What follows belongs to an exercise in optimizing a design on an open flow for small area, a short achievable clock period and few clock cycles per item; a production flow would make more cautious choices.
Only the layout flow was run in this run; the RTL was not checked for function there.
Power and IR drop assume default switching activity.

### design.v
module pfor_select (
    input  wire        clk,
    input  wire        rst,           
    input  wire        in_valid,
    output wire        in_ready,
    input  wire [31:0] in_data,
    input  wire        in_delta,      
    input  wire        in_restart,    
    output wire        out_valid,
    input  wire        out_ready,
    output wire [5:0]  out_b,
    output wire [7:0]  out_cexcept,
    output wire [5:0]  out_maxb
);
    function [5:0] hibit;
        input [31:0] v;
        reg [15:0] a1; reg [15:0] i1;    
        reg [7:0]  a2; reg [15:0] i2;    
        reg [3:0]  a3; reg [11:0] i3;    
        reg [1:0]  a4; reg [7:0]  i4;    
        reg [4:0]  i5;
        integer g;
        begin
            for (g = 0; g < 16; g = g + 1) begin
                a1[g] = v[2*g+1] | v[2*g];
                i1[g] = v[2*g+1];
            end
            for (g = 0; g < 8; g = g + 1) begin
                a2[g] = a1[2*g+1] | a1[2*g];
                i2[2*g+:2] = a1[2*g+1] ? {1'b1, i1[2*g+1]} : {1'b0, i1[2*g]};
            end
            for (g = 0; g < 4; g = g + 1) begin
                a3[g] = a2[2*g+1] | a2[2*g];
                i3[3*g+:3] = a2[2*g+1] ? {1'b1, i2[4*g+2+:2]} : {1'b0, i2[4*g+:2]};
            end
            for (g = 0; g < 2; g = g + 1) begin
                a4[g] = a3[2*g+1] | a3[2*g];
                i4[4*g+:4] = a3[2*g+1] ? {1'b1, i3[6*g+3+:3]} : {1'b0, i3[6*g+:3]};
            end
            i5 = a4[1] ? {1'b1, i4[7:4]} : {1'b0, i4[3:0]};
            hibit = (a4[1] | a4[0]) ? ({1'b0, i5} + 6'd1) : 6'd0;
        end
    endfunction
    reg         in_rdy;
    reg  [6:0]  cnt;           
    reg         blk_delta;     
    reg  [31:0] d_r;           
    reg         v_r;           
    reg         rs_r;          
    reg         last_r;        
    wire        accept = in_valid & in_rdy;
    reg  [31:0] prev;          
    reg         pz;            
    reg  [5:0]  w_r;           
    reg         v_w;
    reg         last_w;
    wire        use_p = blk_delta & ~rs_r & ~pz;
    wire [31:0] x     = d_r - (use_p ? prev : 32'd0);
    wire [5:0]  width = hibit(x);
    reg  [6:0]  freq [1:32];   
    wire [31:0] pres;          
    reg         full;          
    reg         scanning;
    reg  [5:0]  cur;           
    reg  [7:0]  cacc;          
    reg  [5:0]  kf;            
    reg         ve;            
    reg  [5:0]  maxb;
    reg  [5:0]  best_b;
    reg  [7:0]  best_c;
    reg  [13:0] best_cost;
    reg         outv;
    wire        start = full & ~scanning & (~outv | out_ready);
    wire        any   = |pres;
    reg  [31:0] below;
    integer j;
    always @* begin
        for (j = 0; j < 32; j = j + 1)
            below[j] = start | (cur > j + 1);
    end
    wire [5:0]  nxt   = hibit(pres & below);
    wire [6:0]  fcur  = (cur == 6'd0) ? 7'd0 : freq[cur];
    wire [13:0] prod  = kf * cacc;
    wire [13:0] cost  = prod + {1'b0, cur, 7'd0};
    wire        better = cost < best_cost;
    wire        done_scan = scanning & ve & ((cur == 6'd0) | (prod >= best_cost));
    wire        done_now  = start & ~any;
    wire        done  = done_scan | done_now;
    wire        clr   = rst | done;
    assign in_ready    = in_rdy;
    assign out_valid   = outv;
    assign out_b       = best_b;
    assign out_cexcept = best_c;
    assign out_maxb    = maxb;
    always @(posedge clk) begin
        d_r <= in_data;
        if (rst) begin
            in_rdy <= 1'b1;
            cnt    <= 7'd0;
            v_r    <= 1'b0;
            rs_r   <= 1'b0;
            last_r <= 1'b0;
        end else begin
            v_r    <= accept;
            rs_r   <= accept & (cnt == 7'd0) & in_restart;
            last_r <= accept & (cnt == 7'd127);
            if (accept) begin
                cnt <= cnt + 7'd1;
                if (cnt == 7'd0)
                    blk_delta <= in_delta;
            end
            if (accept & (cnt == 7'd127))
                in_rdy <= 1'b0;
            else if (done)
                in_rdy <= 1'b1;
        end
    end
    always @(posedge clk) begin
        if (v_r) begin
            w_r <= width;
            if (blk_delta)
                prev <= d_r;
        end
        if (rst) begin
            pz     <= 1'b1;
            v_w    <= 1'b0;
            last_w <= 1'b0;
        end else begin
            v_w    <= v_r;
            last_w <= last_r;
            if (v_r) begin
                if (blk_delta)
                    pz <= 1'b0;
                else if (rs_r)
                    pz <= 1'b1;
            end
        end
    end
    genvar w;
    generate
        for (w = 1; w <= 32; w = w + 1) begin : g_hist
            always @(posedge clk) begin
                if (clr)
                    freq[w] <= 7'd0;
                else if (v_w && w_r == w)
                    freq[w] <= freq[w] + 7'd1;
            end
            assign pres[w-1] = |freq[w];
        end
    endgenerate
    always @(posedge clk) begin
        if (rst) begin
            full     <= 1'b0;
            scanning <= 1'b0;
            ve       <= 1'b0;
            outv     <= 1'b0;
        end else begin
            if (outv & out_ready)
                outv <= 1'b0;
            if (v_w & last_w)
                full <= 1'b1;
            if (start) begin
                full      <= 1'b0;
                maxb      <= any ? nxt : w_r;
                best_b    <= any ? nxt : w_r;
                best_c    <= 8'd0;
                best_cost <= {1'b0, nxt, 7'd0};
                cur       <= nxt;
                cacc      <= 8'd0;
                ve        <= 1'b0;
                scanning  <= any;
                if (~any)
                    outv <= 1'b1;
            end else if (scanning) begin
                cur  <= nxt;
                cacc <= cacc + {1'b0, fcur};
                kf   <= 6'd8 + maxb - nxt;
                ve   <= 1'b1;
                if (ve & better) begin
                    best_b    <= cur;
                    best_c    <= cacc;
                    best_cost <= cost;
                end
                if (done_scan) begin
                    scanning <= 1'b0;
                    outv     <= 1'b1;
                end
            end
        end
    end
endmodule
### run.sh
#!/bin/bash
# synth_recipe.tcl (not shown) runs the flow's synth.tcl, then flattens the netlist and writes it again
# the make line also repeats each setting of config.mk as NAME=value (left out here)
make -C /OpenROAD-flow-scripts/flow DESIGN_CONFIG=/design/flow/config.mk WORK_HOME=/design/flow/orfs CLKGATE_MAP_FILE= SYNTH_SCRIPT=/design/flow/synth_recipe.tcl finish
### config.mk
export PLATFORM = sky130hd
export DESIGN_NAME = pfor_select
export DESIGN_NICKNAME = pfor_select
export VERILOG_FILES = /design/flow/design.v
export SDC_FILE = /design/flow/constraint.sdc
export NUM_CORES = 4
export LEC_CHECK = 0
export CAP_MARGIN = 20
export CORE_MARGIN = 2
export CORE_UTILIZATION = 40
export PLACE_DENSITY = 0.6
export SLEW_MARGIN = 20
### constraint.sdc
create_clock -name core_clock -period 11.0 [get_ports {clk}]
set_input_delay 2.2000 -clock core_clock [delete_from_list [all_inputs] [get_ports {clk}]]
set_output_delay 2.2000 -clock core_clock [all_outputs]
set_load 0.01 [all_outputs]
==> summary.md <==
| Metric | Value |
|---|---|
| Hold Buf Count CTS | 0 |
| Warnings, synthesis | 9 |
| Die span in x | 243 µm |
| Pin count of the biggest net entering global routing | 103 |
| Startpoint of the most critical register-to-register path | cacc[0]$_SDFFCE_PP0P_ |
| H-tree level count | 2 |
| Worst setup skew after layout | 0.0229 ns |
| CP arrival | 7.79 ns |
| Power density of the placed cells | 119 nW/µm² |
| Maximum root-to-sink buffer count | 3 |
| Total setup violations reported at the end of the flow | 0 |
| Total track usage | 0.262 |
| Part of the total power dissipated in sequential elements | 0.460 |
| Net switching power figure | 0.723 mW |
| Final Wtd Congestion | 1.01 |
| Leakage dissipation | 9.79 nW |
| Crit Reg-Reg Endpoint | freq[28][5]$_SDFFE_PP0P_ |
| Clock share of power | 0.474 |
| Gate power share | 0.066 |
| Drt first pass iters | 6 |
| Largest delay contributor family on the critical path | compound AO/OA/AOI/OAI gates |
| Antenna-violating nets left | 0 |
| Root Buffer | clkbuf_16 |
| Floorplan die area | 58900 µm² |
| Peak fanout along the critical path | 102 |
| Number of storage elements in the synthesis netlist | 367 |
| Residual DRC | 0 |
| Buffer count from post-CTS setup fixing | 0 |
| Worst Reg2Reg Path Length in Cells | 25 |
| Post-place setup slack | 3.66 ns |
| Proportion of register bits with asynchronous set or reset after synthesis | 0 |
| Largest cells by area after synthesis | dfxtp_1 (24%), edfxtp_1 (12%), ha_1 (9.0%), nor2_1 (6.7%), xnor2_1 (4.9%) |
| Per-instance average area after synthesis | 8.68 µm² |
| TritonCTS clock tree | yes |
| Critical Path Source Type | flop |
| Post-synth EDFFs | 93 |
| Core area | 56400 µm² |
| Peak supply drop | 112 µV |
| Total number of vias | 19.9k |
| Peak per-stage delay on the critical path | 0.91 ns |
| Clock net sink count | 367 |
| Input/output buffers | 59 |
| DRC marker count from the first detailed-route iteration | 1821 |
| Register-to-register setup slack | 3.62 ns |
| Signed area change from the synthesized netlist to the final layout | 12.9% |
| Net switching fraction of the power | 0.236 |
| Most common cell in the netlist | nor2_1 |
| Hpwl dp | 61900 µm |
| Syn nets | 2856 |
| Crit path depth | 25 |
| Internal power | 2.35 mW |
| Capturing instance or port of the critical path | freq[28][5]$_SDFFE_PP0P_ |
| Via count of the first global-routing pass | 19.0k |
| Setup slack after layout | 3.62 ns |
| Outcome | finished clean |
| Total inserted antenna cells | 0 |
| Critical-path cell with the highest stage delay | buf_4 |
| Biggest area consumer among synthesized cells | dfxtp_1 |
| Maximum clock rate | 135 MHz |
| Number of primary I/O pins | 60 |
| Total wire length after detailed routing | 78500 µm |
| Final-stage net count | 2911 |
| Primary flip-flop cell chosen by synthesis mapping | dfxtp_1 |
| DR vias/cell | 5.74 |
| Type of element capturing the critical path | flop |
| Fraction of layout instances using a drive strength above 1 | 0.0501 |
| Buffers & Inverters on Critical Path | 2 |
| WP data required | 11.40 ns |
| Portion of the post-synthesis area used by sequential elements | 0.363 |
| Top post-synthesis cells by count | nor2_1 (408), dfxtp_1 (274), nand2_1 (234) |
| RSZ-0062 raised after global routing | no |
| Wire length of the first global-routing pass | 118000 µm |
| Syn Std Cell Area | 22800 µm² |
| Kind of path behind the tightest hold check | reg -> reg |
| Initial antenna violation count | 2 |
| Sum of negative setup slack | 0 ns |
| Worst-Skew Late Latency | 0.58 ns |
| PostCTS Resize Cnt | 0 |
| Routed length per instance | 22.6 µm |
| Total gr overflow | 0 |
| Final critical path time including I/O delays and setup | 7.38 ns |
| Pin slew with the least headroom to its limit | 1.13 ns |
| Relative slew margins | 0.240 |
| Filler Cells Inserted | 5551 |
| Final period utilization | 0.671 |
| Row cnt | 87 |
| Cts bufs inserted | 43 |
| Hold Vio Cnt, Final | 0 |
| Fin. max-slew vios | 0 |
| Max capacitance violation total | 0 |
| Number of different library cells in the post-synthesis netlist | 80 |
| Clock Pin Slew Worst Setup and Hold Paths | 0.06 ns |
| Height of the die | 243 µm |
| Setup CP Type | reg -> reg |
| Synth Instances | 2625 |
| Share of the synthesized area in the top cell type | 0.241 |
| Critical Path Start | cacc[0]$_SDFFCE_PP0P_ |
| Initial core utilization | 0.404 |
worst min path at each step:
stage,startpoint,end,slack (ns),cells past startpoint
floorplan,d_r[0]$_DFF_P_,prev[0]$_DFFE_PP_,0.41,0
global placement,last_r$_SDFF_PP0_,last_w$_SDFF_PP0_,0.42,1
detailed placement,d_r[2]$_DFF_P_,prev[2]$_DFFE_PP_,0.43,0
CTS,d_r[8]$_DFF_P_,prev[8]$_DFFE_PP_,0.44,0
global route,d_r[14]$_DFF_P_,prev[14]$_DFFE_PP_,0.46,0
finish,d_r[13]$_DFF_P_,prev[13]$_DFFE_PP_,0.44,0
sequential cells by signal, summed over array words and instances, names as in the netlist, 6 cells and up:
name and cells:
best_c 8, maxb 6, kf 6, d_r 32, best_b 6, w_r 6, cacc 8, freq 224
cnt 7, best_cost 14, cur 6, prev 32
layout by cell type, fill, tap and decap left out, drive strengths merged, types with 21 or more instances in the layout:
| cell type | synthesis | routed |
|---|---|---|
| o21ai | 60 | 60 |
| and2 | 58 | 58 |
| dfxtp | 274 | 274 |
| clkbuf | 62 | 65 |
| xnor2 | 127 | 127 |
| nor2 | 408 | 408 |
| a21o | 23 | 23 |
| a221oi | 30 | 30 |
| clkdlybuf4s50 | 0 | 59 |
| nand4 | 39 | 39 |
| a22oi | 55 | 55 |
| or4 | 22 | 22 |
| nand2b | 21 | 21 |
| nor4 | 41 | 41 |
| inv | 152 | 153 |
| buf | 12 | 25 |
| edfxtp | 93 | 93 |
| a22o | 28 | 28 |
| ha | 164 | 164 |
| nand3 | 103 | 103 |
| mux2i | 35 | 35 |
| fa | 29 | 29 |
| a21oi | 86 | 86 |
| nor2b | 22 | 22 |
| nor3 | 66 | 66 |
| a211oi | 25 | 25 |
| xor2 | 113 | 113 |
| nand2 | 235 | 235 |
final cells by class:
cell class	count	area, µm²	area share
clock buffer	65	1350	0.0526
clock inverter	12	91.3	0.00355
inverter	152	571	0.0222
multi-input combinational	2032	13700	0.532
sequential	367	8280	0.322
tap	756	946	0.0368
timing repair buffer	84	786	0.0306
power groups by stage:
| stage | clock [mW] | combinational (mW) | sequential [mW] |
|---|---|---|---|
| after CTS | 1.49 | 0.202 | 1.41 |
| final | 1.46 | 0.203 | 1.41 |
| after detailed placement | 0 | 0.201 | 1.44 |
| after global placement | 0 | 0.198 | 1.44 |
| after global routing | 1.54 | 0.225 | 1.41 |
| after floorplan | 0 | 0.148 | 1.43 |
layer usage:
metal	part of all wire	vias up	GRT usage	wire length [µm]
met5	0.00033	-	0	26
met4	0.038	4	0.0942	2970
met3	0.073	160	0.0562	5720
met2	0.44	665	0.416	34800
met1	0.45	9671	0.352	34900
li1	-	9416	-	-
cell families (layout without fill, tap and decap cells):
logic type | after synthesis | after routing | share of synthesized area
compound gates | 444 | 444 | 0.139
simple gates | 1114 | 1114 | 0.234
buf+inv | 226 | 313 | 0.0377
fa+ha+maj | 193 | 193 | 0.116
mux | 41 | 41 | 0.0183
flops | 367 | 367 | 0.363
xor+xnor | 240 | 240 | 0.0923
through the flow:
step | hold WS [ns] | total power [mW] | instances | utilization | instance area [µm²]
after floorplan | 0.408 | 1.58 | 2625 | - | 22800
after global placement | 0.422 | 1.64 | 3390 | 0.430 | 24200
after detailed placement | 0.425 | 1.64 | 3390 | 0.430 | 24200
after CTS | 0.445 | 3.10 | 3467 | 0.456 | 25700
after global routing | 0.457 | 3.18 | 3468 | 0.456 | 25700
final | 0.442 | 3.07 | 3468 | 0.456 | 25700

[re-timing with driven ports]
The results above use ideal ports. As a check the final layout listed here was re-extracted and re-timed, cells and wires unchanged. Step 1 assumes that a clkbuf_16 drives the clock port and a buf_2 every other input. Step 2 also shifts input and output timing later by t, the mid clock arrival at the registers, as if the neighbouring blocks saw the same clock. Three values: ideal, step 1, step 2; two values: the first two.
t, ns: 0.631
setup WS [ns]: 3.615 / 3.615 / 3.591
hold WS [ns]: 0.442 / 0.442 / 0.442
After both steps setup and hold are still met in this run. The setup slack of this run moves by 0.000 ns with the drivers and by -0.024 ns with both steps.
